Background: an optimization exercise with open tools, aiming at small area, a short achievable clock period and few clock cycles per item. Do not read the settings as production practice.
RTL that was checked went through simulation tests only; none was proved equivalent to the original.
No functional check of the RTL was part of run 1.
Power is estimated from default activity; no workload was simulated.

## flow/design.v (module list and top-level ports; edited modules follow where they fit)
// module logp_power: 100 lines
// module fp64_sq_tree: 2951 lines
// module booth_sel: 10 lines
// module fp64_sq_info: 14 lines
// module fa: 10 lines
// module ha: 9 lines
// module exp_diff: 18 lines
// module fp64_sq_pack: 35 lines
// module fp64_add_align: 25 lines
// module fp64_add_round: 42 lines
module logp_power (
    input  wire        clk,
    input  wire        rst,
    input  wire        in_valid,
    output wire        in_ready,
    input  wire [63:0] re,
    input  wire [63:0] im,
    output reg         out_valid,
    output reg  [63:0] p
);
  // ...
==> flow/flow/run.sh <==
#!/bin/bash
# The standard layout (the standard.sh: ORFS from synthesis to the final
# layout) with three changes in how it is made:
# - after the standard synthesis, each logic cell is set to the smallest drive
#   strength of its kind (downsize.py); the timing repair below upsizes only
#   the cells on paths that need it;
# - timing repair aimed well below the clock period: repair_timing works until
#   the setup slack reaches SETUP_SLACK_MARGIN, so the layout meets timing at
#   the design's period with that much slack to spare;
# - the ports buffered with buf_4 cells (buffer_ports' default picks a slow
#   delay buffer).
# Each make run's full output goes to a log here; ORFS keeps each step's log
# under orfs/logs/.
set -euo pipefail
export SETUP_SLACK_MARGIN=13.6
export BUFFER_PORTS_ARGS="-buffer_cell sky130_fd_sc_hd__buf_4"
res=orfs/results/$FLOW_PLATFORM/logp_power/base
bash standard.sh "$PWD/$res/1_2_yosys.v" > synth.log 2>&1
python3 flow/downsize.py "$FLOW_HOME/platforms/$FLOW_PLATFORM/lib/sky130_fd_sc_hd__tt_025C_1v80.lib" \
    "$res/1_2_yosys.v" > downsize.log 2>&1
bash standard.sh > standard.log 2>&1
==> flow/flow/downsize.py <==
#!/usr/bin/env python3
"""Set every combinational logic cell of a synthesized netlist to the smallest
cell of its footprint (same function and pins, least drive), so that the
timing repair later in the flow upsizes only the cells that need it.
Flip-flops, buffers, clock cells and tie cells are left as they are.

usage: downsize.py LIBERTY NETLIST   (rewrites NETLIST in place)
"""
import re
import sys
from collections import Counter

lib, netlist = sys.argv[1], sys.argv[2]
text = open(lib).read()
area, foot = {}, {}
for m in re.finditer(r'cell \("?(sky130_fd_sc_hd__\w+)"?\)', text):
    seg = text[m.end():m.end() + 200000]
    area[m.group(1)] = float(re.search(r"area\s*:\s*([\d.]+)", seg).group(1))
    f = re.search(r'cell_footprint\s*:\s*"?(\w+)"?', seg)
    foot[m.group(1)] = f.group(1) if f else None
smallest = {}
for cell, a in area.items():
    f = foot[cell]
    if "lpflow" in cell or "probe" in cell:
        continue
    if f and (f not in smallest or a < area[smallest[f]]):
        smallest[f] = cell
keep = ("sky130_fd_sc_hd__df", "sky130_fd_sc_hd__dl", "sky130_fd_sc_hd__buf",
        "sky130_fd_sc_hd__clk", "sky130_fd_sc_hd__conb", "sky130_fd_sc_hd__dly")
swaps = Counter()


def swap(m):
    cell = m.group(1)
    if cell.startswith(keep) or cell not in foot or not foot[cell]:
        return m.group(0)
    small = smallest[foot[cell]]
    if small == cell:
        return m.group(0)
    swaps[(cell, small)] += 1
    return small + m.group(2)


net = open(netlist).read()
net = re.sub(r"\b(sky130_fd_sc_hd__\w+)(\s+\S+\s*\()", swap, net)
open(netlist, "w").write(net)
for (a, b), n in sorted(swaps.items()):
    print(f"{n:6d} {a} -> {b}")
print(f"saved {sum((area[a] - area[b]) * n for (a, b), n in swaps.items()):.0f} um2")
==> flow/standard.sh <==
#!/bin/bash
# synth_recipe.tcl (not shown) runs the flow's synth.tcl, then flattens the netlist and writes it again
# the make line also repeats each setting of config.mk as NAME=value (left out here)
make -C /OpenROAD-flow-scripts/flow DESIGN_CONFIG=/design/flow/config.mk WORK_HOME=/design/flow/orfs CLKGATE_MAP_FILE= SYNTH_SCRIPT=/design/flow/synth_recipe.tcl "${@:-finish}"
==> flow/config.mk <==
export PLATFORM = sky130hd
export DESIGN_NAME = logp_power
export DESIGN_NICKNAME = logp_power
export VERILOG_FILES = /design/flow/design.v
export SDC_FILE = /design/flow/constraint.sdc
export NUM_CORES = 4
export LEC_CHECK = 0
export CAP_MARGIN = 20
export CORE_MARGIN = 2
export CORE_UTILIZATION = 60
export CTS_CLUSTER_DIAMETER = 80
export CTS_CLUSTER_SIZE = 30
export PLACE_DENSITY = 0.7
export SLEW_MARGIN = 20
export SYNTH_HIERARCHICAL = 1
export SYNTH_MINIMUM_KEEP_SIZE = 0
==> flow/constraint.sdc <==
create_clock -name core_clock -period 18.5 [get_ports {clk}]
set_input_delay 3.7000 -clock core_clock [delete_from_list [all_inputs] [get_ports {clk}]]
set_output_delay 3.7000 -clock core_clock [all_outputs]
set_load 0.01 [all_outputs]
==> impl_metrics.ini, run 1 <==
[status]
status = complete, no violations

[clocking]
postCtsSetupBuffers = 79
holdBufCountCts = 0
path_clk_slew_ns = 0.09
cts_root_buffer = clkbuf_16
clkLatencyLatePin_ns = 0.80

[placement]
post-place-ws_ns = 12.34

[sta]
finalCriticalPeriod_ns = 5.15
clock_skew_ns = 0.0700

[power_and_ir_drop]
p_seq_mw = 4.42
power_density_nw_per_um2 = 184
internal_power_mw = 11.5
p_leak_nw = 48.1
clkPwrFrac_pct = 9.0

[min_path]
min_path_cells = 0

[layout]
fin_area_um2 = 126000
largest_class = multi-input gates
clock_tree_area_fraction_pct = 2.54

[drt]
wl_um = 443000

[floorplanning]
tapCellCount = 2526
die_width_um = 443

[global_routing]
grt_remaining_overflow = 0
track_usage_pct = 43.5

[synth]
synth_nets = 13900
ys_warn_count = 11

[worst_setup_path]
regToRegStartpoint = xa0[19]$_DFF_P_
critPathBufInv = 1
cp_cell_sequence = buf_6 -> o211ai_1 -> a21oi_2 -> o2111ai_2 -> a211oi_2 -> o311a_1 -> o311ai_4 -> a21oi_2 -> o31ai_2 -> nand3_1 -> a21oi_2 -> o21ai_1
==> module logp_power, before the edit <==
module logp_power (
    input  wire        clk,
    input  wire        rst,
    input  wire        in_valid,
    output wire        in_ready,
    input  wire [63:0] re,
    input  wire [63:0] im,
    output reg         out_valid,
    output reg  [63:0] p
);
    assign in_ready = 1'b1;
    reg [5:0] v;
    always @(posedge clk) begin
        if (rst) begin
            v <= 6'd0;
            out_valid <= 1'b0;
        end else begin
            v <= {v[4:0], in_valid};
            out_valid <= v[5];
        end
    end
    reg [62:0] xa0, xb0;
    reg        topa0, topb0;
    always @(posedge clk) begin
        xa0 <= re[62:0];
        xb0 <= im[62:0];
        topa0 <= ({1'b1, re[51:0]} >= 53'd6369051672525773);
        topb0 <= ({1'b1, im[51:0]} >= 53'd6369051672525773);
    end
    wire [86:0] ta_a, ta_b, tb_a, tb_b;
    wire        ta_c, tb_c;
    wire [13:0] ia_, ib_;
    fp64_sq_tree u_ta (.x(xa0), .top(topa0), .ra(ta_a), .rb(ta_b), .cl(ta_c), .info(ia_));
    fp64_sq_tree u_tb (.x(xb0), .top(topb0), .ra(tb_a), .rb(tb_b), .cl(tb_c), .info(ib_));
    reg [86:0] ta1a, ta1b, tb1a, tb1b;
    reg        ta1c, tb1c;
    reg [13:0] ia1, ib1;
    always @(posedge clk) begin
        ta1a <= ta_a; ta1b <= ta_b; tb1a <= tb_a; tb1b <= tb_b;
        ta1c <= ta_c; tb1c <= tb_c;
        ia1 <= ia_; ib1 <= ib_;
    end
    wire [87:0] sa_ = {ta1a, ta1c} + {ta1b, ta1c};
    wire [87:0] sb_ = {tb1a, tb1c} + {tb1b, tb1c};
    wire [23:0] ia_f, ib_f;
    fp64_sq_info u_ia (.i(ia1), .info(ia_f));
    fp64_sq_info u_ib (.i(ib1), .info(ib_f));
    wire [20:0] dc_;
    exp_diff u_ed (.ia(ia_f), .ib(ib_f), .dc(dc_));
    reg [55:0] sa2, sb2;
    reg [23:0] ia2, ib2;
    reg [20:0] dc2;
    always @(posedge clk) begin
        sa2 <= sa_[87:32]; sb2 <= sb_[87:32];
        ia2 <= ia_f; ib2 <= ib_f;
        dc2 <= dc_;
    end
    wire [62:0] pa_, pb_;
    wire        ra53_, rb53_;
    fp64_sq_pack u_pa (.s(sa2), .info(ia2), .y(pa_), .r53(ra53_));
    fp64_sq_pack u_pb (.s(sb2), .info(ib2), .y(pb_), .r53(rb53_));
    reg [6:0] dsel_;
    always @(*) begin
        case ({ra53_, rb53_})
            2'b10:   dsel_ = dc2[20:14];
            2'b01:   dsel_ = dc2[6:0];
            default: dsel_ = dc2[13:7];
        endcase
    end
    reg [62:0] a3, b3;
    reg [6:0]  d3;
    always @(posedge clk) begin
        a3 <= pa_; b3 <= pb_; d3 <= dsel_;
    end
    wire [52:0] mh_;
    wire [55:0] al_;
    wire [10:0] eh_;
    wire [1:0]  sp_;
    fp64_add_align u_al (.a(a3), .b(b3), .swap(d3[6]), .d(d3[5:0]),
                         .mh(mh_), .al(al_), .eh(eh_), .sp(sp_));
    reg [52:0] mh4;
    reg [55:0] al4;
    reg [10:0] eh4;
    reg [1:0]  sp4;
    always @(posedge clk) begin
        mh4 <= mh_; al4 <= al_; eh4 <= eh_; sp4 <= sp_;
    end
    wire [53:0] y_ = {1'b0, mh4} + {1'b0, al4[55:3]};
    reg  [53:0] y5;
    reg  [2:0]  lo5;
    reg  [10:0] eh5;
    reg  [1:0]  sp5;
    always @(posedge clk) begin
        y5 <= y_; lo5 <= al4[2:0]; eh5 <= eh4; sp5 <= sp4;
    end
    wire [62:0] sum_;
    fp64_add_round u_ar (.y(y5), .lo(lo5), .eh(eh5), .sp(sp5), .p(sum_));
    always @(posedge clk)
        p <= {1'b0, sum_};
endmodule
==> inputs of run 2 (changes only) <==
--- a/flow/design.v
+++ b/flow/design.v
@@ -22,15 +22,24 @@
     reg [62:0] xa0, xb0;
     reg        topa0, topb0;
+    reg [26:0] onea0, twoa0, oneb0, twob0;
+    wire       topa_, topb_;
+    wire [26:0] onea_, twoa_, oneb_, twob_;
+    sq_top u_tpa (.f(re[51:0]), .top(topa_));
+    sq_top u_tpb (.f(im[51:0]), .top(topb_));
+    booth_enc u_bea (.f(re[51:0]), .one(onea_), .two(twoa_));
+    booth_enc u_beb (.f(im[51:0]), .one(oneb_), .two(twob_));
     always @(posedge clk) begin
         xa0 <= re[62:0];
         xb0 <= im[62:0];
-        topa0 <= ({1'b1, re[51:0]} >= 53'd6369051672525773);
-        topb0 <= ({1'b1, im[51:0]} >= 53'd6369051672525773);
+        topa0 <= topa_;
+        topb0 <= topb_;
+        onea0 <= onea_; twoa0 <= twoa_;
+        oneb0 <= oneb_; twob0 <= twob_;
     end
     wire [86:0] ta_a, ta_b, tb_a, tb_b;
     wire        ta_c, tb_c;
     wire [13:0] ia_, ib_;
-    fp64_sq_tree u_ta (.x(xa0), .top(topa0), .ra(ta_a), .rb(ta_b), .cl(ta_c), .info(ia_));
-    fp64_sq_tree u_tb (.x(xb0), .top(topb0), .ra(tb_a), .rb(tb_b), .cl(tb_c), .info(ib_));
+    fp64_sq_tree u_ta (.x(xa0), .top(topa0), .bone(onea0), .btwo(twoa0), .ra(ta_a), .rb(ta_b), .cl(ta_c), .info(ia_));
+    fp64_sq_tree u_tb (.x(xb0), .top(topb0), .bone(oneb0), .btwo(twob0), .ra(tb_a), .rb(tb_b), .cl(tb_c), .info(ib_));
     reg [86:0] ta1a, ta1b, tb1a, tb1b;
     reg        ta1c, tb1c;
@@ -102,4 +111,6 @@
     input  wire [62:0]  x,
     input  wire         top,     
+    input  wire [26:0]  bone,    
+    input  wire [26:0]  btwo,    
     output wire [86:0] ra,
     output wire [86:0] rb,
@@ -127,6 +138,6 @@
     assign info = {e, top, stk, f_nz};
     wire t_ng0 = t_m[1];
-    wire t_on0 = t_m[0] ^ 1'b0;
-    wire t_tw0 = (t_m[1] & ~t_m[0] & ~1'b0) | (~t_m[1] & t_m[0] & 1'b0);
+    wire t_on0 = bone[0];
+    wire t_tw0 = btwo[0];
     wire t_b0_0 = ((t_on0 & t_m[2])) ^ t_ng0;
     wire t_b0_1;
@@ -231,6 +242,6 @@
     wire t_b0_51 = (t_tw0) ^ t_ng0;
     wire t_ng1 = t_m[3];
-    wire t_on1 = t_m[2] ^ t_m[1];
-    wire t_tw1 = (t_m[3] & ~t_m[2] & ~t_m[1]) | (~t_m[3] & t_m[2] & t_m[1]);
+    wire t_on1 = bone[1];
+    wire t_tw1 = btwo[1];
     wire t_b1_0 = ((t_on1 & t_m[4])) ^ t_ng1;
     wire t_b1_1;
@@ -331,6 +342,6 @@
     wire t_b1_49 = (t_tw1) ^ t_ng1;
     wire t_ng2 = t_m[5];
-    wire t_on2 = t_m[4] ^ t_m[3];
-    wire t_tw2 = (t_m[5] & ~t_m[4] & ~t_m[3]) | (~t_m[5] & t_m[4] & t_m[3]);
+    wire t_on2 = bone[2];
+    wire t_tw2 = btwo[2];
     wire t_b2_0 = ((t_on2 & t_m[6])) ^ t_ng2;
     wire t_b2_1;
@@ -427,6 +438,6 @@
     wire t_b2_47 = (t_tw2) ^ t_ng2;
     wire t_ng3 = t_m[7];
-    wire t_on3 = t_m[6] ^ t_m[5];
-    wire t_tw3 = (t_m[7] & ~t_m[6] & ~t_m[5]) | (~t_m[7] & t_m[6] & t_m[5]);
+    wire t_on3 = bone[3];
+    wire t_tw3 = btwo[3];
     wire t_b3_0 = ((t_on3 & t_m[8])) ^ t_ng3;
     wire t_b3_1;
@@ -519,6 +530,6 @@
     wire t_b3_45 = (t_tw3) ^ t_ng3;
     wire t_ng4 = t_m[9];
-    wire t_on4 = t_m[8] ^ t_m[7];
-    wire t_tw4 = (t_m[9] & ~t_m[8] & ~t_m[7]) | (~t_m[9] & t_m[8] & t_m[7]);
+    wire t_on4 = bone[4];
+    wire t_tw4 = btwo[4];
     wire t_b4_0 = ((t_on4 & t_m[10])) ^ t_ng4;
     wire t_b4_1;
@@ -607,6 +618,6 @@
     wire t_b4_43 = (t_tw4) ^ t_ng4;
     wire t_ng5 = t_m[11];
-    wire t_on5 = t_m[10] ^ t_m[9];
-    wire t_tw5 = (t_m[11] & ~t_m[10] & ~t_m[9]) | (~t_m[11] & t_m[10] & t_m[9]);
+    wire t_on5 = bone[5];
+    wire t_tw5 = btwo[5];
     wire t_b5_0 = ((t_on5 & t_m[12])) ^ t_ng5;
     wire t_b5_1;
@@ -691,6 +702,6 @@
     wire t_b5_41 = (t_tw5) ^ t_ng5;
     wire t_ng6 = t_m[13];
-    wire t_on6 = t_m[12] ^ t_m[11];
-    wire t_tw6 = (t_m[13] & ~t_m[12] & ~t_m[11]) | (~t_m[13] & t_m[12] & t_m[11]);
+    wire t_on6 = bone[6];
+    wire t_tw6 = btwo[6];
     wire t_b6_0 = ((t_on6 & t_m[14])) ^ t_ng6;
     wire t_b6_1;
@@ -771,6 +782,6 @@
     wire t_b6_39 = (t_tw6) ^ t_ng6;
     wire t_ng7 = t_m[15];
-    wire t_on7 = t_m[14] ^ t_m[13];
-    wire t_tw7 = (t_m[15] & ~t_m[14] & ~t_m[13]) | (~t_m[15] & t_m[14] & t_m[13]);
+    wire t_on7 = bone[7];
+    wire t_tw7 = btwo[7];
     wire t_b7_0 = ((t_on7 & t_m[16])) ^ t_ng7;
     wire t_b7_1;
@@ -847,6 +858,6 @@
     wire t_b7_37 = (t_tw7) ^ t_ng7;
     wire t_ng8 = t_m[17];
-    wire t_on8 = t_m[16] ^ t_m[15];
-    wire t_tw8 = (t_m[17] & ~t_m[16] & ~t_m[15]) | (~t_m[17] & t_m[16] & t_m[15]);
+    wire t_on8 = bone[8];
+    wire t_tw8 = btwo[8];
     wire t_b8_0 = ((t_on8 & t_m[18])) ^ t_ng8;
     wire t_b8_1;
@@ -919,6 +930,6 @@
     wire t_b8_35 = (t_tw8) ^ t_ng8;
     wire t_ng9 = t_m[19];
-    wire t_on9 = t_m[18] ^ t_m[17];
-    wire t_tw9 = (t_m[19] & ~t_m[18] & ~t_m[17]) | (~t_m[19] & t_m[18] & t_m[17]);
+    wire t_on9 = bone[9];
+    wire t_tw9 = btwo[9];
     wire t_b9_0 = ((t_on9 & t_m[20])) ^ t_ng9;
     wire t_b9_1;
@@ -987,6 +998,6 @@
     wire t_b9_33 = (t_tw9) ^ t_ng9;
     wire t_ng10 = t_m[21];
-    wire t_on10 = t_m[20] ^ t_m[19];
-    wire t_tw10 = (t_m[21] & ~t_m[20] & ~t_m[19]) | (~t_m[21] & t_m[20] & t_m[19]);
+    wire t_on10 = bone[10];
+    wire t_tw10 = btwo[10];
     wire t_b10_0 = ((t_on10 & t_m[22])) ^ t_ng10;
     wire t_b10_1;
@@ -1051,6 +1062,6 @@
     wire t_b10_31 = (t_tw10) ^ t_ng10;
     wire t_ng11 = t_m[23];
-    wire t_on11 = t_m[22] ^ t_m[21];
-    wire t_tw11 = (t_m[23] & ~t_m[22] & ~t_m[21]) | (~t_m[23] & t_m[22] & t_m[21]);
+    wire t_on11 = bone[11];
+    wire t_tw11 = btwo[11];
     wire t_b11_0 = ((t_on11 & t_m[24])) ^ t_ng11;
     wire t_b11_1;
@@ -1111,6 +1122,6 @@
     wire t_b11_29 = (t_tw11) ^ t_ng11;
     wire t_ng12 = t_m[25];
-    wire t_on12 = t_m[24] ^ t_m[23];
-    wire t_tw12 = (t_m[25] & ~t_m[24] & ~t_m[23]) | (~t_m[25] & t_m[24] & t_m[23]);
+    wire t_on12 = bone[12];
+    wire t_tw12 = btwo[12];
     wire t_b12_0 = ((t_on12 & t_m[26])) ^ t_ng12;
     wire t_b12_1;
@@ -1167,6 +1178,6 @@
     wire t_b12_27 = (t_tw12) ^ t_ng12;
     wire t_ng13 = t_m[27];
-    wire t_on13 = t_m[26] ^ t_m[25];
-    wire t_tw13 = (t_m[27] & ~t_m[26] & ~t_m[25]) | (~t_m[27] & t_m[26] & t_m[25]);
+    wire t_on13 = bone[13];
+    wire t_tw13 = btwo[13];
     wire t_b13_0 = ((t_on13 & t_m[28])) ^ t_ng13;
     wire t_b13_1;
@@ -1219,6 +1230,6 @@
     wire t_b13_25 = (t_tw13) ^ t_ng13;
     wire t_ng14 = t_m[29];
-    wire t_on14 = t_m[28] ^ t_m[27];
-    wire t_tw14 = (t_m[29] & ~t_m[28] & ~t_m[27]) | (~t_m[29] & t_m[28] & t_m[27]);
+    wire t_on14 = bone[14];
+    wire t_tw14 = btwo[14];
     wire t_b14_0 = ((t_on14 & t_m[30])) ^ t_ng14;
     wire t_b14_1;
@@ -1267,6 +1278,6 @@
     wire t_b14_23 = (t_tw14) ^ t_ng14;
     wire t_ng15 = t_m[31];
-    wire t_on15 = t_m[30] ^ t_m[29];
-    wire t_tw15 = (t_m[31] & ~t_m[30] & ~t_m[29]) | (~t_m[31] & t_m[30] & t_m[29]);
+    wire t_on15 = bone[15];
+    wire t_tw15 = btwo[15];
     wire t_b15_0 = ((t_on15 & t_m[32])) ^ t_ng15;
     wire t_b15_1;
@@ -1311,6 +1322,6 @@
     wire t_b15_21 = (t_tw15) ^ t_ng15;
     wire t_ng16 = t_m[33];
-    wire t_on16 = t_m[32] ^ t_m[31];
-    wire t_tw16 = (t_m[33] & ~t_m[32] & ~t_m[31]) | (~t_m[33] & t_m[32] & t_m[31]);
+    wire t_on16 = bone[16];
+    wire t_tw16 = btwo[16];
     wire t_b16_0 = ((t_on16 & t_m[34])) ^ t_ng16;
     wire t_b16_1;
@@ -1351,6 +1362,6 @@
     wire t_b16_19 = (t_tw16) ^ t_ng16;
     wire t_ng17 = t_m[35];
-    wire t_on17 = t_m[34] ^ t_m[33];
-    wire t_tw17 = (t_m[35] & ~t_m[34] & ~t_m[33]) | (~t_m[35] & t_m[34] & t_m[33]);
+    wire t_on17 = bone[17];
+    wire t_tw17 = btwo[17];
     wire t_b17_0 = ((t_on17 & t_m[36])) ^ t_ng17;
     wire t_b17_1;
@@ -1387,6 +1398,6 @@
     wire t_b17_17 = (t_tw17) ^ t_ng17;
     wire t_ng18 = t_m[37];
-    wire t_on18 = t_m[36] ^ t_m[35];
-    wire t_tw18 = (t_m[37] & ~t_m[36] & ~t_m[35]) | (~t_m[37] & t_m[36] & t_m[35]);
+    wire t_on18 = bone[18];
+    wire t_tw18 = btwo[18];
     wire t_b18_0 = ((t_on18 & t_m[38])) ^ t_ng18;
     wire t_b18_1;
@@ -1419,6 +1430,6 @@
     wire t_b18_15 = (t_tw18) ^ t_ng18;
     wire t_ng19 = t_m[39];
-    wire t_on19 = t_m[38] ^ t_m[37];
-    wire t_tw19 = (t_m[39] & ~t_m[38] & ~t_m[37]) | (~t_m[39] & t_m[38] & t_m[37]);
+    wire t_on19 = bone[19];
+    wire t_tw19 = btwo[19];
     wire t_b19_0 = ((t_on19 & t_m[40])) ^ t_ng19;
     wire t_b19_1;
@@ -1447,6 +1458,6 @@
     wire t_b19_13 = (t_tw19) ^ t_ng19;
     wire t_ng20 = t_m[41];
-    wire t_on20 = t_m[40] ^ t_m[39];
-    wire t_tw20 = (t_m[41] & ~t_m[40] & ~t_m[39]) | (~t_m[41] & t_m[40] & t_m[39]);
+    wire t_on20 = bone[20];
+    wire t_tw20 = btwo[20];
     wire t_b20_0 = ((t_on20 & t_m[42])) ^ t_ng20;
     wire t_b20_1;
@@ -1471,6 +1482,6 @@
     wire t_b20_11 = (t_tw20) ^ t_ng20;
     wire t_ng21 = t_m[43];
-    wire t_on21 = t_m[42] ^ t_m[41];
-    wire t_tw21 = (t_m[43] & ~t_m[42] & ~t_m[41]) | (~t_m[43] & t_m[42] & t_m[41]);
+    wire t_on21 = bone[21];
+    wire t_tw21 = btwo[21];
     wire t_b21_0 = ((t_on21 & t_m[44])) ^ t_ng21;
     wire t_b21_1;
@@ -1491,6 +1502,6 @@
     wire t_b21_9 = (t_tw21) ^ t_ng21;
     wire t_ng22 = t_m[45];
-    wire t_on22 = t_m[44] ^ t_m[43];
-    wire t_tw22 = (t_m[45] & ~t_m[44] & ~t_m[43]) | (~t_m[45] & t_m[44] & t_m[43]);
+    wire t_on22 = bone[22];
+    wire t_tw22 = btwo[22];
     wire t_b22_0 = ((t_on22 & t_m[46])) ^ t_ng22;
     wire t_b22_1;
@@ -1507,6 +1518,6 @@
     wire t_b22_7 = (t_tw22) ^ t_ng22;
     wire t_ng23 = t_m[47];
-    wire t_on23 = t_m[46] ^ t_m[45];
-    wire t_tw23 = (t_m[47] & ~t_m[46] & ~t_m[45]) | (~t_m[47] & t_m[46] & t_m[45]);
+    wire t_on23 = bone[23];
+    wire t_tw23 = btwo[23];
     wire t_b23_0 = ((t_on23 & t_m[48])) ^ t_ng23;
     wire t_b23_1;
@@ -1519,6 +1530,6 @@
     wire t_b23_5 = (t_tw23) ^ t_ng23;
     wire t_ng24 = t_m[49];
-    wire t_on24 = t_m[48] ^ t_m[47];
-    wire t_tw24 = (t_m[49] & ~t_m[48] & ~t_m[47]) | (~t_m[49] & t_m[48] & t_m[47]);
+    wire t_on24 = bone[24];
+    wire t_tw24 = btwo[24];
     wire t_b24_0 = ((t_on24 & t_m[50])) ^ t_ng24;
     wire t_b24_1;
@@ -1527,11 +1538,11 @@
     wire t_b24_3 = (t_tw24) ^ t_ng24;
     wire t_ng25 = t_m[51];
-    wire t_on25 = t_m[50] ^ t_m[49];
-    wire t_tw25 = (t_m[51] & ~t_m[50] & ~t_m[49]) | (~t_m[51] & t_m[50] & t_m[49]);
+    wire t_on25 = bone[25];
+    wire t_tw25 = btwo[25];
     wire t_b25_0 = (t_on25) ^ t_ng25;
     wire t_b25_1 = (t_tw25) ^ t_ng25;
     wire t_ng26 = 1'b0;
-    wire t_on26 = 1'b1 ^ t_m[51];
-    wire t_tw26 = (1'b0 & ~1'b1 & ~t_m[51]) | (~1'b0 & 1'b1 & t_m[51]);
+    wire t_on26 = bone[26];
+    wire t_tw26 = btwo[26];
     wire t_s0, t_c0;
     ha u0 (.a(t_b0_44), .b(t_b1_40), .s(t_s0), .co(t_c0));
@@ -3050,4 +3061,57 @@
     assign rb = rb_[106:20];
 endmodule
+module booth_enc (
+    input  wire [51:0] f,
+    output wire [26:0] one,
+    output wire [26:0] two
+);
+    wire [54:0] m = {1'b0, 1'b1, f, 1'b0};    
+    genvar k;
+    generate
+        for (k = 0; k < 27; k = k + 1) begin : dig
+            wire b1 = m[2 * k + 2];
+            wire b0 = m[2 * k + 1];
+            wire bm = m[2 * k];
+            assign one[k] = b0 ^ bm;
+            assign two[k] = (b1 & ~b0 & ~bm) | (~b1 & b0 & bm);
+        end
+    endgenerate
+endmodule
+module sq_top (
+    input  wire [51:0] f,
+    output wire        top
+);
+    localparam [51:0] T = 52'd1865452045155277;
+    wire [12:0] gt0, eq0;
+    genvar g;
+    generate
+        for (g = 0; g < 13; g = g + 1) begin : grp
+            assign gt0[g] = f[4 * g +: 4] > T[4 * g +: 4];
+            assign eq0[g] = f[4 * g +: 4] == T[4 * g +: 4];
+        end
+    endgenerate
+    wire [6:0] gt1, eq1;
+    wire [3:0] gt2, eq2;
+    wire [1:0] gt3, eq3;
+    generate
+        for (g = 0; g < 6; g = g + 1) begin : l1
+            assign gt1[g] = gt0[2 * g + 1] | (eq0[2 * g + 1] & gt0[2 * g]);
+            assign eq1[g] = eq0[2 * g + 1] & eq0[2 * g];
+        end
+        for (g = 0; g < 3; g = g + 1) begin : l2
+            assign gt2[g] = gt1[2 * g + 1] | (eq1[2 * g + 1] & gt1[2 * g]);
+            assign eq2[g] = eq1[2 * g + 1] & eq1[2 * g];
+        end
+    endgenerate
+    assign gt1[6] = gt0[12];
+    assign eq1[6] = eq0[12];
+    assign gt2[3] = gt1[6];
+    assign eq2[3] = eq1[6];
+    assign gt3[0] = gt2[1] | (eq2[1] & gt2[0]);
+    assign eq3[0] = eq2[1] & eq2[0];
+    assign gt3[1] = gt2[3] | (eq2[3] & gt2[2]);
+    assign eq3[1] = eq2[3] & eq2[2];
+    assign top = gt3[1] | (eq3[1] & (gt3[0] | eq3[0]));
+endmodule
 module booth_sel (
     input  wire one,
--- a/flow/flow/run.sh
+++ b/flow/flow/run.sh
@@ -13,5 +13,5 @@
 # under orfs/logs/.
 set -euo pipefail
-export SETUP_SLACK_MARGIN=13.6
+export SETUP_SLACK_MARGIN=13.9
 export BUFFER_PORTS_ARGS="-buffer_cell sky130_fd_sc_hd__buf_4"
 res=orfs/results/$FLOW_PLATFORM/logp_power/base
==> impl_metrics.ini, run 2 <==
[floorplanning]
die_y_um = 447
die_width_um = 447
ios = 197
core_area_um2 = 195000
rows = 162
start_util_pct = 60.4
die-area_um2 = 200000

[global_routing]
grt_max_degree = 73
grt_pass1_wl_um = 626000
grt_remaining_overflow = 0
track_usage_pct = 41.0
grt_pass1_vias = 100000
antenna_found_initial = 17

[sta]
clock.fmax_ghz = 0.203
hold_violations = 0
fin_setup_tns_ns = 0
slew_headroom_pct = 13.2
clock_skew_ns = 0.0465
tightest_slew_ns = 1.30
drv_slew = 0
post-route-period-util_pct = 26.6
finalCriticalPeriod_ns = 4.93
setup_viol = 0
rsz0062_at_grt = true

[synth]
syn-mean-instance-area_um2 = 9.87
syn-cell-area_um2 = 118000
ys_warn_count = 11
synth_nets = 13900
syn_inst = 11900

[clocking]
clkLatencyLatePin_ns = 0.79
path_clk_slew_ns = 0.10
cts_tree = built
clock_sinks = 1190
cts_made_buffers = 82
cts_buffer_depth = 3
cts_root_buffer = clkbuf_16
h-tree-depth = 3

[drt]
final_antenna_net_count = 0
vias = 100000
drt_pre_antenna_iters = 10
highest_layer = met5
wl_met3_um = 56200
first_iter_violations = 13000
drc_errors = 0
drt-met1-wl_um = 163000
dr_wl_met2_um = 180000
wire_per_inst_um = 29.3
vias_per_cell = 6.95
wl_um = 423000

[placement]
hpwl_um = 292000
port_buffers = 192
globalplace.congestion = 1.00

[worst_setup_path]
slowest_stage = dfxtp_2
slowest_delay_ns = 0.33
cp_top_family = flip-flops
critPathBufInv = 1
cp.required_ns = 14.80
start_kind = register
crit_arrival_ns = 1.23
cp_max_fo = 1
critPathKind = reg -> out
cp_cell_sequence = buf_6
end_kind = output port

[layout]
nets = 13700
area_growth_pct = 6.05
postLayoutCoreUtil_pct = 64.0
fillers = 16200
final_common_cell = xnor2_1
drive_gt1_share_pct = 8.85
final_cell_mix = xnor2_1 (1547), fa_1 (1317), a22oi_1 (1278)

[power_and_ir_drop]
p_leak_nw = 48.1
power_density_nw_per_um2 = 186
ir_drop_v = 0.000137

[status]
status = complete, no violations

[min_path]
hold_class = reg -> reg

[flow_run]
maxCapViolations = 0
run 2: final timing paths:
path                   start          endpoint  slack, ns  cells after the start
max            p[45]$_DFF_P_             p[45]      13.57                      1
min reg2reg   eh4[5]$_DFF_P_    eh5[5]$_DFF_P_       0.32                      0
min           eh4[5]$_DFF_P_    eh5[5]$_DFF_P_       0.32                      0
max reg2reg  xb0[27]$_DFF_P_  tb1b[36]$_DFF_P_      13.91                      8
run 2: area by class of cell:
class,instances,area [um2],area share [%]
diodes,6,15.0,0.0120
clock buffers,84,2060,1.65
clock inverters,67,1180,0.946
inverters,603,2280,1.83
multi-input cells,9397,88000,70.5
flip-flops and latches,1190,24100,19.3
well taps,2624,3280,2.63
repair buffers,463,3910,3.13
run 2: power by group:
part / internal (mW) / leakage (nW) / total [mW] / switching (mW)
Clock: 0.967 / 1.55 / 2.18 / 1.21
Combinational: 6.92 / 36.5 / 16.3 / 9.35
Sequential: 3.82 / 10.0 / 4.80 / 0.983
Total: 11.7 / 48.1 / 23.2 / 11.5
run 2: metal layers:
layer  global-route usage, %  up-vias
li1                        -    41900
met1                    54.7    49600
met2                    59.8     7370
met3                    13.6     1536
met4                    19.9       10
met5                  0.0488        -
run 2: what timing repair did:
item | in CTS | in global routing
hold buffers | 0 | 0
endpoints found under the setup margin | 242 | 202
gates cloned | 1 | 1
gates resized for setup | 247 | 152
pin swaps | 22 | 44
setup buffers | 30 | 43
hold endpoints to repair | 0 | 0
run 2: stage by stage:
step | area (um2) | hold slack (ns) | setup WS, ns | total power, mW | std cells
5_1_grt | 125000 | 0.342 | 13.52 | 24.8 | 14400
3_5_place_dp | 120000 | 0.314 | 12.69 | 20.3 | 14200
3_3_place_gp | 120000 | 0.314 | 12.69 | 19.8 | 14200
2_1_floorplan | 118000 | 0.310 | 13.90 | 19.0 | 11900
4_1_cts | 124000 | 0.335 | 13.51 | 22.7 | 14400
6_report | 125000 | 0.320 | 13.57 | 23.2 | 14400
Testbench counts of run 2, summed over its fixed seeds: cycles 24,064, items 24,000.
==> inputs of run 3 (changes only) <==
--- a/flow/flow/run.sh
+++ b/flow/flow/run.sh
@@ -13,5 +13,5 @@
 # under orfs/logs/.
 set -euo pipefail
-export SETUP_SLACK_MARGIN=13.9
+export SETUP_SLACK_MARGIN=13.6
 export BUFFER_PORTS_ARGS="-buffer_cell sky130_fd_sc_hd__buf_4"
 res=orfs/results/$FLOW_PLATFORM/logp_power/base
==> impl_metrics.ini, run 3 <==
[status]
status = complete, no violations

[placement]
port_buffers = 192
globalplace.congestion = 1.00
hpwl_um = 292000

[worst_setup_path]
critPathKind = reg -> out
cp_cell_sequence = buf_6
r2r_cells = 8
cp_max_fo = 1
slowest_stage = dfxtp_2
worstSetupPathDepth = 1
slowest_delay_ns = 0.33
end_kind = output port
critPathBufInv = 1
cp_top_family = flip-flops
start_kind = register
crit_arrival_ns = 1.23
cp.required_ns = 14.80

[clocking]
holdBufCountCts = 0
cts_buffer_depth = 3
path_clk_slew_ns = 0.10
cts_root_buffer = clkbuf_16
cts_made_buffers = 84
cts_tree = built
clkLatencyLatePin_ns = 0.80
h-tree-depth = 3
clock_sinks = 1190

[drt]
drt_pre_antenna_iters = 10
wire_per_inst_um = 29.3
vias_per_cell = 6.96
first_iter_violations = 13500
final_antenna_net_count = 0
wl_um = 422000
vias = 100000
drc_errors = 0

[sta]
drv_slew = 0
rsz0062_at_grt = true
fin_setup_tns_ns = 0
clock_skew_ns = 0.0657
hold_violations = 0
slew_headroom_pct = 12.1
clock.fmax_ghz = 0.203
setup_viol = 0
post-route-period-util_pct = 26.7
finalCriticalPeriod_ns = 4.93
tightest_slew_ns = 1.32

[layout]
fillers = 16100
area_growth_pct = 5.45
postLayoutCoreUtil_pct = 63.7
final_cell_mix = xnor2_1 (1549), fa_1 (1317), a22oi_1 (1278)
drive_gt1_share_pct = 8.14
nets = 13700
final_common_cell = xnor2_1

[flow_run]
maxCapViolations = 0

[floorplanning]
core_area_um2 = 195000
die-area_um2 = 200000
die_y_um = 447
ios = 197
rows = 162
start_util_pct = 60.4
die_width_um = 447

[synth]
synth_nets = 13900
syn_inst = 11900
syn-cell-area_um2 = 118000
ys_warn_count = 11
syn-mean-instance-area_um2 = 9.87

[power_and_ir_drop]
power_density_nw_per_um2 = 187
p_leak_nw = 47.8
ir_drop_v = 0.000121

[global_routing]
grt_remaining_overflow = 0
track_usage_pct = 41.0
grt_pass1_vias = 99600
antenna_found_initial = 10
grt_pass1_wl_um = 623000
grt_max_degree = 73

[min_path]
min_path_cells = 0
hold_class = reg -> reg
-- run 3: worst paths after layout --
kind                         from               end  slack [ns]
max          out_valid$_SDFF_PP0_         out_valid       13.57
min reg2reg        sp4[0]$_DFF_P_    sp5[0]$_DFF_P_        0.33
max reg2reg       xa0[17]$_DFF_P_  ta1b[36]$_DFF_P_       13.63
min                sp4[0]$_DFF_P_    sp5[0]$_DFF_P_        0.33
-- run 3: timing repair --
action                     4_1_cts  5_1_grt
setup endpoints to repair      215      133
resized for setup              174       97
setup buffers                   16       18
pin swaps                       10       17
cloned                           0        0
-- run 3: where the power goes --
group / internal (mW) / switching [mW] / leakage, nW / total (mW)
Sequential: 3.82 / 0.998 / 10.0 / 4.82
Clock: 1.03 / 1.19 / 1.60 / 2.22
Combinational: 6.86 / 9.31 / 36.2 / 16.2
Total: 11.7 / 11.5 / 47.8 / 23.2
-- run 3: final cells by class --
type / instances / area, um2 / area share, %
diodes: 8 / 20.0 / 0.0161
clock buffers: 92 / 2200 / 1.78
clock inverters: 66 / 1170 / 0.940
inverters: 603 / 2270 / 1.83
multi-input cells: 9396 / 87600 / 70.6
flip-flops and latches: 1190 / 24100 / 19.4
well taps: 2624 / 3280 / 2.64
repair buffers: 429 / 3540 / 2.85
-- run 3: metal layers --
metal | routed length (um) | GRT usage, %
met1 | 164000 | 54.8
met4 | 24300 | 20.7
met5 | 138 | 0.269
met2 | 177000 | 58.8
met3 | 56800 | 14.1
-- run 3: per-stage QoR --
step	setup WS [ns]	hold WS, ns	area [um2]	power, mW	cells
after floorplan	13.59	0.310	118000	19.0	11900
after global placement	12.47	0.314	120000	19.9	14200
after detailed placement	12.35	0.313	120000	20.3	14200
after CTS	13.51	0.336	124000	22.7	14400
after global routing	13.52	0.345	124000	24.8	14400
final	13.57	0.331	124000	23.2	14400
==> inputs of run 4 (changes only) <==
--- a/flow/flow/run.sh
+++ b/flow/flow/run.sh
@@ -13,5 +13,5 @@
 # under orfs/logs/.
 set -euo pipefail
-export SETUP_SLACK_MARGIN=13.6
+export SETUP_SLACK_MARGIN=13.75
 export BUFFER_PORTS_ARGS="-buffer_cell sky130_fd_sc_hd__buf_4"
 res=orfs/results/$FLOW_PLATFORM/logp_power/base
==> impl_metrics.ini, run 4 <==
[status]
status = complete, no violations

[placement]
port_buffers = 192
hpwl_um = 294000
globalplace.congestion = 1.01

[sta]
post-route-period-util_pct = 26.6
drv_slew = 0
hold_violations = 0
rsz0062_at_grt = true
clock.fmax_ghz = 0.203
clock_skew_ns = 0.0625
tightest_slew_ns = 1.31
fin_setup_tns_ns = 0
finalCriticalPeriod_ns = 4.93
slew_headroom_pct = 12.9
setup_viol = 0

[power_and_ir_drop]
p_seq_share_pct = 20.6
ir_drop_v = 0.000136
clkPwrFrac_pct = 9.2
p_leak_nw = 47.8
power_density_nw_per_um2 = 188
p_sw_mw = 11.6
switching_share_pct = 49.8
p_comb_share_pct = 70.2
internal_power_mw = 11.7

[layout]
fillers = 16100
final_common_cell = xnor2_1
area_growth_pct = 5.55
drive_gt1_share_pct = 8.26
final_cell_mix = xnor2_1 (1550), fa_1 (1317), a22oi_1 (1278)
postLayoutCoreUtil_pct = 63.7
nets = 13700

[floorplanning]
die-area_um2 = 200000
rows = 162
ios = 197
die_width_um = 447
start_util_pct = 60.4
die_y_um = 447
core_area_um2 = 195000

[flow_run]
maxCapViolations = 0

[drt]
wl_um = 422000
drc_errors = 0
vias_per_cell = 6.97
drt_pre_antenna_iters = 11
first_iter_violations = 13300
vias = 100000
final_antenna_net_count = 0
wire_per_inst_um = 29.3

[worst_setup_path]
start_kind = register
critPathBufInv = 1
slowest_delay_ns = 0.33
crit_arrival_ns = 1.23
regToRegStartpoint = xa0[15]$_DFF_P_
cp.required_ns = 14.80
cp_top_family = flip-flops
critPathLaunch = out_valid$_SDFF_PP0_
cp_cell_sequence = buf_6
slowest_stage = dfxtp_2
cp_max_fo = 1
critPathKind = reg -> out
end_kind = output port

[global_routing]
grt_max_degree = 73
grt_pass1_wl_um = 624000
grt_remaining_overflow = 0
grt_pass1_vias = 100000
antenna_found_initial = 19
track_usage_pct = 41.0

[synth]
syn-cell-area_um2 = 118000
syn-mean-instance-area_um2 = 9.87
syn_inst = 11900
synth_nets = 13900
ys_warn_count = 11

[min_path]
hp-start = eh4[10]$_DFF_P_
hold_class = reg -> reg

[clocking]
clock_sinks = 1190
path_clk_slew_ns = 0.10
h-tree-depth = 3
cts_made_buffers = 81
holdBufCountCts = 0
cts_buffer_depth = 3
cts_root_buffer = clkbuf_16
cts_tree = built
clkLatencyLatePin_ns = 0.81
==> run 4: cell types whose count changed in the layout (fill, tap and decap cells not counted), moves of 4 or more <==
cell       delta
buf_4         -9
dfxtp_4       +7
ha_2          +4
ha_1          -4
clkinv_2      -4
dfxtp_1       -4
clkinv_16     +4
clkinv_8      -6
buf_6         +7
inv_16        +5
==> run 4: power groups by stage <==
stage                     Combinational (mW)  Clock [mW]  Sequential, mW
final                                   16.4        2.16            4.82
after global routing                    17.8        2.29            4.87
after CTS                               15.9        2.20            4.76
after detailed placement                15.7           0            4.80
after global placement                  15.3           0            4.77
after floorplan                         14.5           0            4.48
==> run 4: final timing paths <==
path,to,slack [ns],cells after the start
max,out_valid,13.57,1
min,eh5[10]$_DFF_P_,0.34,0
max reg2reg,ta1a[49]$_DFF_P_,13.77,7
min reg2reg,eh5[10]$_DFF_P_,0.34,0
==> run 4: area by class of cell <==
| class | count | area (um2) | share of cell area (%) |
|---|---|---|---|
| multi-input combinational | 9396 | 87700 | 70.6 |
| tap | 2624 | 3280 | 2.64 |
| timing repair buffer | 430 | 3610 | 2.91 |
| sequential | 1190 | 24100 | 19.4 |
| inverter | 603 | 2270 | 1.82 |
| clock inverter | 64 | 1190 | 0.961 |
| antenna | 5 | 12.5 | 0.0101 |
| clock buffer | 86 | 2080 | 1.67 |
==> run 4: timing repair <==
action,in CTS,in global routing
setup endpoints to repair,221,140
resized for setup,212,105
buffers inserted,11,29
pin swaps,9,18
hold endpoints to repair,0,0
cloned,0,1
==> run 4: metrics by stage <==
stage               power [mW]  std cells  instance area (um2)  hold WS (ns)  setup WS (ns)
floorplan                 19.0      11900               118000         0.310          13.76
global placement          20.1      14200               119000         0.316          12.71
detailed placement        20.5      14200               119000         0.314          12.68
CTS                       22.9      14400               124000         0.338          13.51
global route              25.0      14400               124000         0.341          13.51
finish                    23.4      14400               124000         0.335          13.57
==> run 4: routing by layer <==
metal,global-route usage (%),wire [um]
met1,54.8,163000
met2,59.4,179000
met3,14.0,57700
met4,19.5,23200
met5,0.0244,93
==> inputs of run 5 (changes only) <==
--- a/flow/config.mk
+++ b/flow/config.mk
@@ -8,8 +8,8 @@
 export CAP_MARGIN = 20
 export CORE_MARGIN = 2
-export CORE_UTILIZATION = 60
+export CORE_UTILIZATION = 65
 export CTS_CLUSTER_DIAMETER = 80
 export CTS_CLUSTER_SIZE = 30
-export PLACE_DENSITY = 0.7
+export PLACE_DENSITY = 0.75
 export SLEW_MARGIN = 20
 export SYNTH_HIERARCHICAL = 1
==> impl_metrics.ini, run 5 <==
[status]
status = complete, no violations

[layout]
postLayoutCoreUtil_pct = 68.8
final_cell_mix = xnor2_1 (1548), fa_1 (1317), a22oi_1 (1278)
drive_gt1_share_pct = 8.21
nets = 13700
area_growth_pct = 5.37
final_cells = 14100
regArea_um2 = 24100
final_common_cell = xnor2_1
fillers = 13800
multi_input_area_um2 = 87800

[power_and_ir_drop]
p_total_mw = 23.4
ir_drop_v = 0.000165
internal_power_mw = 11.8
switching_share_pct = 49.7
power_density_nw_per_um2 = 189
p_seq_share_pct = 20.4
p_comb_share_pct = 70.1
clkPwrFrac_pct = 9.5
p_leak_nw = 47.8
p_sw_mw = 11.6

[global_routing]
antenna_found_initial = 8
grt_remaining_overflow = 0
grt_max_degree = 94
grt_pass1_vias = 102000
grt_pass1_wl_um = 620000
grt_use_met2_pct = 63.4
met1_usage_pct = 57.3
track_usage_pct = 43.5
gr-max-usage-layer = met2
use_met3_pct = 15.3

[clocking]
cts_tree = built
cts_buffer_depth = 3
path_clk_slew_ns = 0.10
h-tree-depth = 3
clkLatencyLatePin_ns = 0.79
clock_sinks = 1190
cts_made_buffers = 84
cts_root_buffer = clkbuf_16

[worst_setup_path]
cp.required_ns = 14.80
slowest_delay_ns = 0.34
crit_end = p[55]
critPathBufInv = 1
regToRegStartpoint = xb0[5]$_DFF_P_
slowest_stage = dfxtp_2
rrSetupSlack_ns = 13.71
worstSetupPathDepth = 1
critPathKind = reg -> out
r2r_end = tb1b[41]$_DFF_P_
cp_top_family = flip-flops
end_kind = output port
crit_arrival_ns = 1.22
cp_max_fo = 1
start_kind = register
r2r_cells = 8
critPathLaunch = p[55]$_DFF_P_
cp_cell_sequence = buf_6

[flow_run]
maxCapViolations = 0

[min_path]
hold_class = reg -> reg

[sta]
clock.fmax_ghz = 0.203
hold_violations = 0
rsz0062_at_grt = true
clock_skew_ns = 0.0689
setup_viol = 0
tightest_slew_ns = 1.31
post-route-period-util_pct = 26.6
slew_headroom_pct = 12.5
finalCriticalPeriod_ns = 4.92
drv_slew = 0
fin_setup_tns_ns = 0

[floorplanning]
die-area_um2 = 185000
die_y_um = 430
ios = 197
core_area_um2 = 180000
rows = 156
die_width_um = 430
start_util_pct = 65.3

[placement]
hpwl_um = 289000
globalplace.congestion = 1.01
dp.cells = 14000
port_buffers = 192

[drt]
vias = 102000
final_antenna_net_count = 0
wl_um = 418000
vias_per_cell = 7.21
first_iter_violations = 15800
wire_per_inst_um = 29.5
drt_pre_antenna_iters = 14
drc_errors = 0

[synth]
ys_warn_count = 11
syn_inst = 11900
synth_nets = 13900
syn-cell-area_um2 = 118000
syn-mean-instance-area_um2 = 9.87
==> run 5: timing repair <==
action | CTS | global route
resized for setup | 202 | 101
endpoints found under the setup margin | 227 | 155
pin swaps | 11 | 27
hold buffers | 0 | 0
setup buffers | 16 | 17
==> run 5: layer usage <==
layer	vias up	part of all wire (%)	wire, um
li1	41800	-	-
met1	49400	37	155000
met2	8581	42	175000
met3	2224	14	59800
met4	8	6.5	27100
met5	-	0.030	126
==> run 5: area by class of cell <==
type / count / area share (%)
multi-input combinational: 9396 / 70.7
sequential: 1190 / 19.4
timing repair buffer: 427 / 2.87
tap: 2370 / 2.39
inverter: 603 / 1.83
clock buffer: 88 / 1.73
clock inverter: 68 / 1.02
antenna: 6 / 0.0121
==> run 5: how the worst min path moves through the flow <==
stage                   startpoint               to  cells past startpoint
floorplan           eh4[0]$_DFF_P_   eh5[0]$_DFF_P_                      0
global placement    ib1[0]$_DFF_P_  ib2[21]$_DFF_P_                      0
detailed placement  sp4[1]$_DFF_P_   sp5[1]$_DFF_P_                      0
CTS                 eh4[5]$_DFF_P_   eh5[5]$_DFF_P_                      0
global route        eh4[5]$_DFF_P_   eh5[5]$_DFF_P_                      0
finish              eh4[5]$_DFF_P_   eh5[5]$_DFF_P_                      0
==> run 5: metrics by stage <==
stage	instance area, um2	hold slack, ns	setup slack (ns)
after floorplan	118000	0.310	13.76
after global placement	119000	0.314	12.63
after detailed placement	119000	0.314	12.58
after CTS	123000	0.329	13.53
after global routing	124000	0.337	13.53
final	124000	0.327	13.58
==> run 5: power by group through the flow <==
| stage | combinational [mW] | sequential, mW | clock, mW |
|---|---|---|---|
| 5_1_grt | 17.6 | 4.84 | 2.35 |
| 2_1_floorplan | 14.5 | 4.48 | 0 |
| 3_3_place_gp | 15.1 | 4.73 | 0 |
| 4_1_cts | 15.8 | 4.73 | 2.26 |
| 6_report | 16.4 | 4.78 | 2.23 |
| 3_5_place_dp | 15.5 | 4.76 | 0 |

[port drivers added, routing unchanged]
No port has a modelled driver above. Below, the same layouts with a new extraction and two added sets of constraints. Step 1 (the two cells are an assumption about what drives the block):
set clk [get_ports {clk}]
set_driving_cell -lib_cell sky130_fd_sc_hd__clkbuf_16 $clk
set_driving_cell -lib_cell sky130_fd_sc_hd__buf_2 [delete_from_list [all_inputs] $clk]
Step 2 times the ports against the registers' clock, not the clock port: input delays grow and output delays shrink by t, the midpoint of the rising clock arrivals with the driver on. Slacks: no drivers / after step 1 / after step 2; pairs: no drivers / after step 1.
run | shift t [ns] | slack for setup (ns) | hold slack, ns | worst setup path after step 2 | worst data-port slew with drivers (ns)
run 1 | 0.867 | 13.347 / 13.417 / 12.549 | 0.302 / 0.302 / 0.302 | input to register | 0.08
run 2 | 0.860 | 13.574 / 13.485 / 13.218 | 0.320 / 0.320 / 0.320 | input to register | 0.05
run 3 | 0.865 | 13.567 / 13.469 / 13.108 | 0.331 / 0.331 / 0.331 | input to register | 0.05
run 4 | 0.861 | 13.572 / 13.481 / 13.042 | 0.335 / 0.335 / 0.335 | input to register | 0.05
run 5 | 0.848 | 13.581 / 13.491 / 12.939 | 0.327 / 0.327 / 0.327 | input to register | 0.05
After both steps setup and hold are still met in every run listed. The setup slack of run 1, which loses most, moves by +0.070 ns with the drivers and by -0.798 ns with both steps.
